From an optimization exercise on the open Yosys and OpenROAD flow, aimed at small area, a short achievable clock period and few clock cycles per item; shortcuts taken in it are not production practice. The RTL was checked by simulation tests, not by an equivalence proof against the original design. The clock input has no modelled driver; a real chip could not lean on it and would need a root buffer or a full tree.

rev 12:
==> flow/design.v <==
module ppu_render (
    input  wire         clk,
    input  wire         rst,
    input  wire         start,
    output wire         busy,
    output reg          done,
    input  wire         pal_we,
    input  wire [1:0]   pal_idx,
    input  wire [23:0]  pal_rgb,
    output wire         vram_re,
    output wire [14:0]  vram_addr,
    input  wire [7:0]   vram_rdata,
    output reg          fb_we,
    output wire [7:0]   fb_y,
    output wire [4:0]   fb_col,
    output wire [7:0]   fb_paint,
    output wire [191:0] fb_rgb
);
    reg        run;         
    reg        startup;     
    reg        ph;          
    reg        mflag;       
    reg [2:0]  r;           
    reg [9:0]  cidx;        
    reg [9:0]  cnx;         
    reg [7:0]  tile;
    reg [7:0]  plane0;
    reg [7:0]  sel1, sel2, sel3;    
    reg        ms;          
    reg        re;          
    reg        busy_r;
    reg [1:0]  rd;          
    reg [23:0] paln1, paln2, paln3;
    always @(posedge clk) begin
        if (pal_we) begin
            case (pal_idx)
                2'd1: paln1 <= ~pal_rgb;
                2'd2: paln2 <= ~pal_rgb;
                2'd3: paln3 <= ~pal_rgb;
                default: ;
            endcase
        end
    end
    reg        run_n, startup_n, ph_n, mflag_n;
    reg [2:0]  r_n;
    reg [9:0]  cidx_n;
    reg [1:0]  rd_n;
    always @(*) begin
        run_n     = run;
        startup_n = startup;
        ph_n      = ph;
        mflag_n   = mflag;
        r_n       = r;
        cidx_n    = cidx;
        rd_n      = 2'd0;
        if (run) begin
            if (!ph) begin
                ph_n = 1'b1;
                rd_n = 2'd2;
            end else if (ms) begin
                mflag_n = 1'b1;
                rd_n    = 2'd1;
            end else begin
                ph_n      = 1'b0;
                mflag_n   = 1'b0;
                startup_n = 1'b0;
                r_n       = r + 3'd1;
                if (!startup)
                    rd_n = 2'd3;
                if (r == 3'd0)
                    cidx_n = cnx;
                if (r == 3'd7 && cidx == 10'd895)
                    run_n = 1'b0;
            end
        end else if (start) begin
            run_n     = 1'b1;
            startup_n = 1'b1;
            ph_n      = 1'b1;
            mflag_n   = 1'b0;
            r_n       = 3'd7;
            cidx_n    = 10'h3ff;
        end
    end
    wire ms_n = ph_n & (r_n == 3'd7) & ~mflag_n;
    always @(posedge clk) begin
        startup <= startup_n;
        ph      <= ph_n;
        mflag   <= mflag_n;
        r       <= r_n;
        cidx    <= cidx_n;
        ms      <= ms_n;
        if (rst) begin
            run    <= 1'b0;
            re     <= 1'b0;
            rd     <= 2'd0;
            fb_we  <= 1'b0;
            done   <= 1'b0;
            busy_r <= 1'b0;
        end else begin
            run    <= run_n;
            re     <= run_n & ~(startup_n & ph_n & ~ms_n);
            rd     <= rd_n;
            fb_we  <= (rd == 2'd3);
            done   <= fb_we & ~run & (rd == 2'd0);
            busy_r <= run_n | (rd_n != 2'd0) | (rd == 2'd3);
        end
    end
    assign vram_re   = re;
    assign vram_addr = ms ? {3'b001, 2'b00, cnx}
                          : {3'b000, tile, r, ph};
    always @(posedge clk) begin
        if (start && !run)
            cnx <= 10'd0;
        else
            cnx <= cidx + 10'd1;
    end
    always @(posedge clk) begin
        case (rd)
            2'd1: tile   <= vram_rdata;
            2'd2: plane0 <= vram_rdata;
            default: ;
        endcase
    end
    always @(posedge clk) begin
        sel1 <=  plane0 & ~vram_rdata;
        sel2 <= ~plane0 &  vram_rdata;
        sel3 <=  plane0 &  vram_rdata;
    end
    assign busy = busy_r;
    assign fb_y   = {cidx[9:5], r - 3'd1};
    assign fb_col = cidx[4:0];
    genvar c;
    generate
        for (c = 0; c < 8; c = c + 1) begin : px
            wire s1 = sel1[7-c];
            wire s2 = sel2[7-c];
            wire s3 = sel3[7-c];
            assign fb_paint[c] = s1 | s2 | s3;
            assign fb_rgb[24*c +: 24] = ~(({24{s1}} & paln1) |
                                          ({24{s2}} & paln2) |
                                          ({24{s3}} & paln3));
        end
    endgenerate
endmodule
==> flow/config.mk <==
export PLATFORM = sky130hd
export DESIGN_NAME = ppu_render
export DESIGN_NICKNAME = ppu_render
export VERILOG_FILES = /design/flow/design.v
export SDC_FILE = /design/flow/constraint.sdc
export NUM_CORES = 4
export LEC_CHECK = 0
export CAP_MARGIN = 20
export CORE_MARGIN = 2
export CORE_UTILIZATION = 40
export PLACE_DENSITY = 0.6
export SLEW_MARGIN = 20
==> flow/constraint.sdc <==
create_clock -name core_clock -period 5.0 [get_ports {clk}]
set_input_delay 1.0000 -clock core_clock [delete_from_list [all_inputs] [get_ports {clk}]]
set_output_delay 1.0000 -clock core_clock [all_outputs]
set_load 0.01 [all_outputs]
standard.sh (not shown) runs the stock make flow with config.mk's settings and CLKGATE_MAP_FILE= SYNTH_SCRIPT=/design/flow/synth_recipe.tcl, a recipe that flattens the netlist after the stock synthesis.
==> flow/flow/run.sh <==
#!/bin/bash
# The standard ORFS layout, with two changes:
#  - plain buf_1 cells as the port buffers instead of the delay buffers
#    buffer_ports picks by default;
#  - after CTS, the clock tree is rebuilt as one balanced level of clkbuf_16
#    cells driven by the clock port (flow/post_cts.tcl), which cuts the clock
#    latency every register sees by the same amount.
set -euo pipefail
export BUFFER_PORTS_ARGS="-buffer_cell sky130_fd_sc_hd__buf_1"
export POST_CTS_TCL="$PWD/flow/post_cts.tcl"
bash standard.sh finish > orfs_make.log 2>&1
==> flow/flow/post_cts.tcl <==
# Replace the clock tree that CTS built with a shallow balanced one: the
# clock port drives 4 buffers, one at the centre of each of 4 clusters of
# flip-flops (k-means on their positions); each drives 2 leaf buffers, one
# per half of its cluster, and the leaves drive the clock pins. Every
# flip-flop sees two buffers between the port and its clock pin.
set l1_master sky130_fd_sc_hd__clkbuf_8
set leaf_master sky130_fd_sc_hd__clkbuf_16
set block [ord::get_db_block]
set clk [$block findNet clk]

# the clock tree: every buffer reached from the port through buffers
set tree {}
set todo [list $clk]
set sinks {}
while {[llength $todo]} {
  set net [lindex $todo 0]
  set todo [lrange $todo 1 end]
  foreach it [$net getITerms] {
    if {![$it isInputSignal] && [[$it getMTerm] getSigType] ne "CLOCK" && [$it getIoType] ne "INPUT"} { continue }
    if {[$it getIoType] ne "INPUT"} { continue }
    set inst [$it getInst]
    set m [[$inst getMaster] getName]
    if {[string match "sky130_fd_sc_hd__clkbuf_*" $m] || [string match "sky130_fd_sc_hd__buf_*" $m] || [string match "sky130_fd_sc_hd__clkinv*" $m] || [string match "sky130_fd_sc_hd__inv_*" $m]} {
      set onet [[$inst findITerm [expr {[string match "*inv*" $m] ? "Y" : "X"}]] getNet]
      set used 0
      if {$onet ne "NULL" && $onet ne ""} { set used [llength [$onet getITerms]] }
      if {[string match "*inv*" $m] && $used > 1} { error "inverter in the clock tree: [$inst getName]" }
      lappend tree $inst
      if {$used > 1} { lappend todo $onet }
    } elseif {[[$inst getMaster] isSequential]} {
      lappend sinks $it
    } else {
      error "unexpected clock load [$inst getName] $m"
    }
  }
}
puts "post_cts: [llength $tree] tree buffers, [llength $sinks] clock pins"

# positions
proc kmeans {pts k iters} {
  # seeds: points spread along x+y (k=2: ends; k=4: quartiles of x and y)
  set n [llength $pts]
  set xs [lsort -real [lmap p $pts {lindex $p 0}]]
  set ys [lsort -real [lmap p $pts {lindex $p 1}]]
  if {$k == 4} {
    set x1 [lindex $xs [expr {$n / 4}]]
    set x3 [lindex $xs [expr {3 * $n / 4}]]
    set y1 [lindex $ys [expr {$n / 4}]]
    set y3 [lindex $ys [expr {3 * $n / 4}]]
    set cent [list [list $x1 $y1] [list $x3 $y1] [list $x1 $y3] [list $x3 $y3]]
  } else {
    set dx [expr {[lindex $xs end] - [lindex $xs 0]}]
    set dy [expr {[lindex $ys end] - [lindex $ys 0]}]
    if {$dx >= $dy} {
      set cent [list [list [lindex $xs [expr {$n / 4}]] [lindex $ys [expr {$n / 2}]]] [list [lindex $xs [expr {3 * $n / 4}]] [lindex $ys [expr {$n / 2}]]]]
    } else {
      set cent [list [list [lindex $xs [expr {$n / 2}]] [lindex $ys [expr {$n / 4}]]] [list [lindex $xs [expr {$n / 2}]] [lindex $ys [expr {3 * $n / 4}]]]]
    }
  }
  for {set iter 0} {$iter < $iters} {incr iter} {
    set asg {}
    foreach p $pts {
      set best 0; set bd 1e30
      for {set j 0} {$j < $k} {incr j} {
        set c [lindex $cent $j]
        set d [expr {abs([lindex $p 0] - [lindex $c 0]) + abs([lindex $p 1] - [lindex $c 1])}]
        if {$d < $bd} { set bd $d; set best $j }
      }
      lappend asg $best
    }
    set new {}
    for {set j 0} {$j < $k} {incr j} {
      set sx 0.0; set sy 0.0; set cnt 0
      foreach p $pts a $asg { if {$a == $j} { set sx [expr {$sx + [lindex $p 0]}]; set sy [expr {$sy + [lindex $p 1]}]; incr cnt } }
      if {$cnt} { lappend new [list [expr {$sx / $cnt}] [expr {$sy / $cnt}]] } else { lappend new [lindex $cent $j] }
    }
    set cent $new
  }
  return [list $cent $asg]
}

set pts {}
foreach it $sinks {
  set b [[$it getInst] getBBox]
  lappend pts [list [expr {([$b xMin] + [$b xMax]) / 2.0}] [expr {([$b yMin] + [$b yMax]) / 2.0}]]
}
lassign [kmeans $pts 4 50] cent asg

# tear down the old tree
foreach it $sinks { $it disconnect }
foreach inst $tree {
  set m [[$inst getMaster] getName]
  set onet [[$inst findITerm [expr {[string match "*inv*" $m] ? "Y" : "X"}]] getNet]
  odb::dbInst_destroy $inst
  if {$onet ne "NULL" && $onet ne ""} { odb::dbNet_destroy $onet }
}

# build the new tree: port -> 4 buffers -> 2 leaf buffers each -> clock pins
proc add_buf {block mname name x y in} {
  set inst [odb::dbInst_create $block [[ord::get_db] findMaster $mname] $name]
  $inst setLocation [expr {int($x) - 1500}] [expr {int($y) - 1360}]
  $inst setPlacementStatus PLACED
  set net [odb::dbNet_create $block "${name}_net"]
  $net setSigType CLOCK
  [$inst findITerm A] connect $in
  [$inst findITerm X] connect $net
  return $net
}
for {set k 0} {$k < 4} {incr k} {
  set c [lindex $cent $k]
  set mid [add_buf $block $l1_master "clkbuf_l1_$k" [lindex $c 0] [lindex $c 1] $clk]
  set sub {}; set subp {}
  foreach it $sinks p $pts a $asg { if {$a == $k} { lappend sub $it; lappend subp $p } }
  lassign [kmeans $subp 2 30] c2 a2
  for {set j 0} {$j < 2} {incr j} {
    set cc [lindex $c2 $j]
    set leaf [add_buf $block $leaf_master "clkbuf_l2_${k}_$j" [lindex $cc 0] [lindex $cc 1] $mid]
    set cnt 0
    foreach it $sub a $a2 { if {$a == $j} { $it connect $leaf; incr cnt } }
    puts "post_cts: clkbuf_l2_${k}_$j at $cc drives $cnt clock pins"
  }
}

detailed_placement
check_placement -verbose
estimate_parasitics -placement
report_clock_skew
report_clock_latency
Testbench counts of rev 12, summed over its fixed seeds: cycles 243,796, frames 16.
#### Input delta (rev 13 over rev 12)
==> flow/design.v <==
module ppu_render (
    input  wire         clk,
    input  wire         rst,
    input  wire         start,
    output wire         busy,
    output reg          done,
    input  wire         pal_we,
    input  wire [1:0]   pal_idx,
    input  wire [23:0]  pal_rgb,
    output wire         vram_re,
    output wire [14:0]  vram_addr,
    input  wire [7:0]   vram_rdata,
    output reg          fb_we,
    output wire [7:0]   fb_y,
    output wire [4:0]   fb_col,
    output wire [7:0]   fb_paint,
    output wire [191:0] fb_rgb
);
    reg        run;         
    reg        startup;     
    reg        ph;          
    reg        mflag;       
    reg [2:0]  r;           
    reg [9:0]  cidx;        
    reg [7:0]  tile;
    reg [7:0]  plane0;
    reg [7:0]  sel1, sel2, sel3;    
    reg        ms;          
    reg        re;          
    reg        busy_r;
    reg [1:0]  rd;          
    reg [23:0] paln1, paln2, paln3;
    always @(posedge clk) begin
        if (pal_we) begin
            case (pal_idx)
                2'd1: paln1 <= ~pal_rgb;
                2'd2: paln2 <= ~pal_rgb;
                2'd3: paln3 <= ~pal_rgb;
                default: ;
            endcase
        end
    end
    localparam [9:0] CELL_LAST = {5'd18, 5'd16};
    wire [1:0] rl       = cidx[6:5];
    wire [2:0] rh       = cidx[9:7];
    wire [4:0] col      = cidx[4:0];
    wire       rl_wrap  = (rl == 2'b10);
    wire       row_last = rl_wrap & (rh == 3'b100);
    wire [1:0] rl_nx    = {rl[0], ~rl[1]};
    wire [2:0] rh_nx    = rl_wrap ? {rh[1:0], ~(rh[2] ^ rh[1])} : rh;
    wire [4:0] col_nx   = row_last ? {col[3:0], col[4] ^ col[2] ^ (col[3:0] == 4'd0)}
                                   : col;
    wire [9:0] cell_nx  = {rh_nx, rl_nx, col_nx};
    reg        run_n, startup_n, ph_n, mflag_n;
    reg [2:0]  r_n;
    reg [9:0]  cidx_n;
    reg [1:0]  rd_n;
    always @(*) begin
        run_n     = run;
        startup_n = startup;
        ph_n      = ph;
        mflag_n   = mflag;
        r_n       = r;
        cidx_n    = cidx;
        rd_n      = 2'd0;
        if (run) begin
            if (!ph) begin
                ph_n = 1'b1;
                rd_n = 2'd2;
            end else if (ms) begin
                mflag_n = 1'b1;
                rd_n    = 2'd1;
            end else begin
                ph_n      = 1'b0;
                mflag_n   = 1'b0;
                startup_n = 1'b0;
                r_n       = r + 3'd1;
                if (!startup)
                    rd_n = 2'd3;
                if (r == 3'd0)
                    cidx_n = cell_nx;
                if (r == 3'd7 && !startup && cidx == CELL_LAST)
                    run_n = 1'b0;
            end
        end else if (start) begin
            run_n     = 1'b1;
            startup_n = 1'b1;
            ph_n      = 1'b1;
            mflag_n   = 1'b0;
            r_n       = 3'd7;
            cidx_n    = CELL_LAST;   
        end
    end
    wire ms_n = ph_n & (r_n == 3'd7) & ~mflag_n;
    always @(posedge clk) begin
        startup <= startup_n;
        ph      <= ph_n;
        mflag   <= mflag_n;
        r       <= r_n;
        cidx    <= cidx_n;
        ms      <= ms_n;
        if (rst) begin
            run    <= 1'b0;
            re     <= 1'b0;
            rd     <= 2'd0;
            fb_we  <= 1'b0;
            done   <= 1'b0;
            busy_r <= 1'b0;
        end else begin
            run    <= run_n;
            re     <= run_n & ~(startup_n & ph_n & ~ms_n);
            rd     <= rd_n;
            fb_we  <= (rd == 2'd3);
            done   <= fb_we & ~run & (rd == 2'd0);
            busy_r <= run_n | (rd_n != 2'd0) | (rd == 2'd3);
        end
    end
    assign vram_re   = re;
    assign vram_addr = ms ? {3'b001, 2'b00, cell_nx}
                          : {3'b000, tile, r, ph};
    always @(posedge clk) begin
        case (rd)
            2'd1: tile   <= vram_rdata;
            2'd2: plane0 <= vram_rdata;
            default: ;
        endcase
    end
    always @(posedge clk) begin
        sel1 <=  plane0 & ~vram_rdata;
        sel2 <= ~plane0 &  vram_rdata;
        sel3 <=  plane0 &  vram_rdata;
    end
    assign busy = busy_r;
    assign fb_y   = {cidx[9:5], r - 3'd1};
    assign fb_col = cidx[4:0];
    genvar c;
    generate
        for (c = 0; c < 8; c = c + 1) begin : px
            wire s1 = sel1[7-c];
            wire s2 = sel2[7-c];
            wire s3 = sel3[7-c];
            assign fb_paint[c] = s1 | s2 | s3;
            assign fb_rgb[24*c +: 24] = ~(({24{s1}} & paln1) |
                                          ({24{s2}} & paln2) |
                                          ({24{s3}} & paln3));
        end
    endgenerate
endmodule
Notes after the runs:
Status(rev 13) = ERROR, stage = clock tree synthesis (4_1_cts). Taking rev 12 as the reference, in rev 13 average footprint of a synthesized cell -0.23 sq um; row count lost 1; part of the Yosys area used for sequential elements now smaller. Rev 13 ended up with a lower total clock sinks than rev 12 did. Diff rev 12 and rev 13: register bit count reported by yosys lower in rev 13. Per the comparison of rev 13 with rev 12, initial core utilization level, synthesized cell count moved down, number of different library cells in the post-synthesis netlist moved down, half-perimeter wire length of the detailed placement result moved down, width of the die moved down.
Testbench counts of rev 13, summed over its fixed seeds: cycles 243,796, frames 16.
In rev 12 the design's own scripts or RTL, not TritonCTS, make the clock network.

## afterwards: timing with drivers on the ports
Ports are ideal in the flow. The routed layout listed here was re-timed in OpenROAD. Step 1 assumes that a clkbuf_16 drives the clock port and a buf_2 every other input. Step 2 adds t to the input delays and takes it off the output delays; t is the mean of the earliest and latest rising clock arrival at the registers after step 1. Input paths then give back, and output paths get back, about the clock's delay inside the block. a / b / c = no drivers / after step 1 / after step 2; a / b = the first two.
run: rev 12
t (ns): 0.350
setup slack, ns: 2.212 / 2.140 / 2.089
slew at the worst register clock pin (ns): 0.09 / 0.09
cell pins on the clock port's net: 4
After both steps setup and hold are still met in rev 12. The setup slack of rev 12 moves by -0.072 ns with the drivers and by -0.123 ns with both steps.
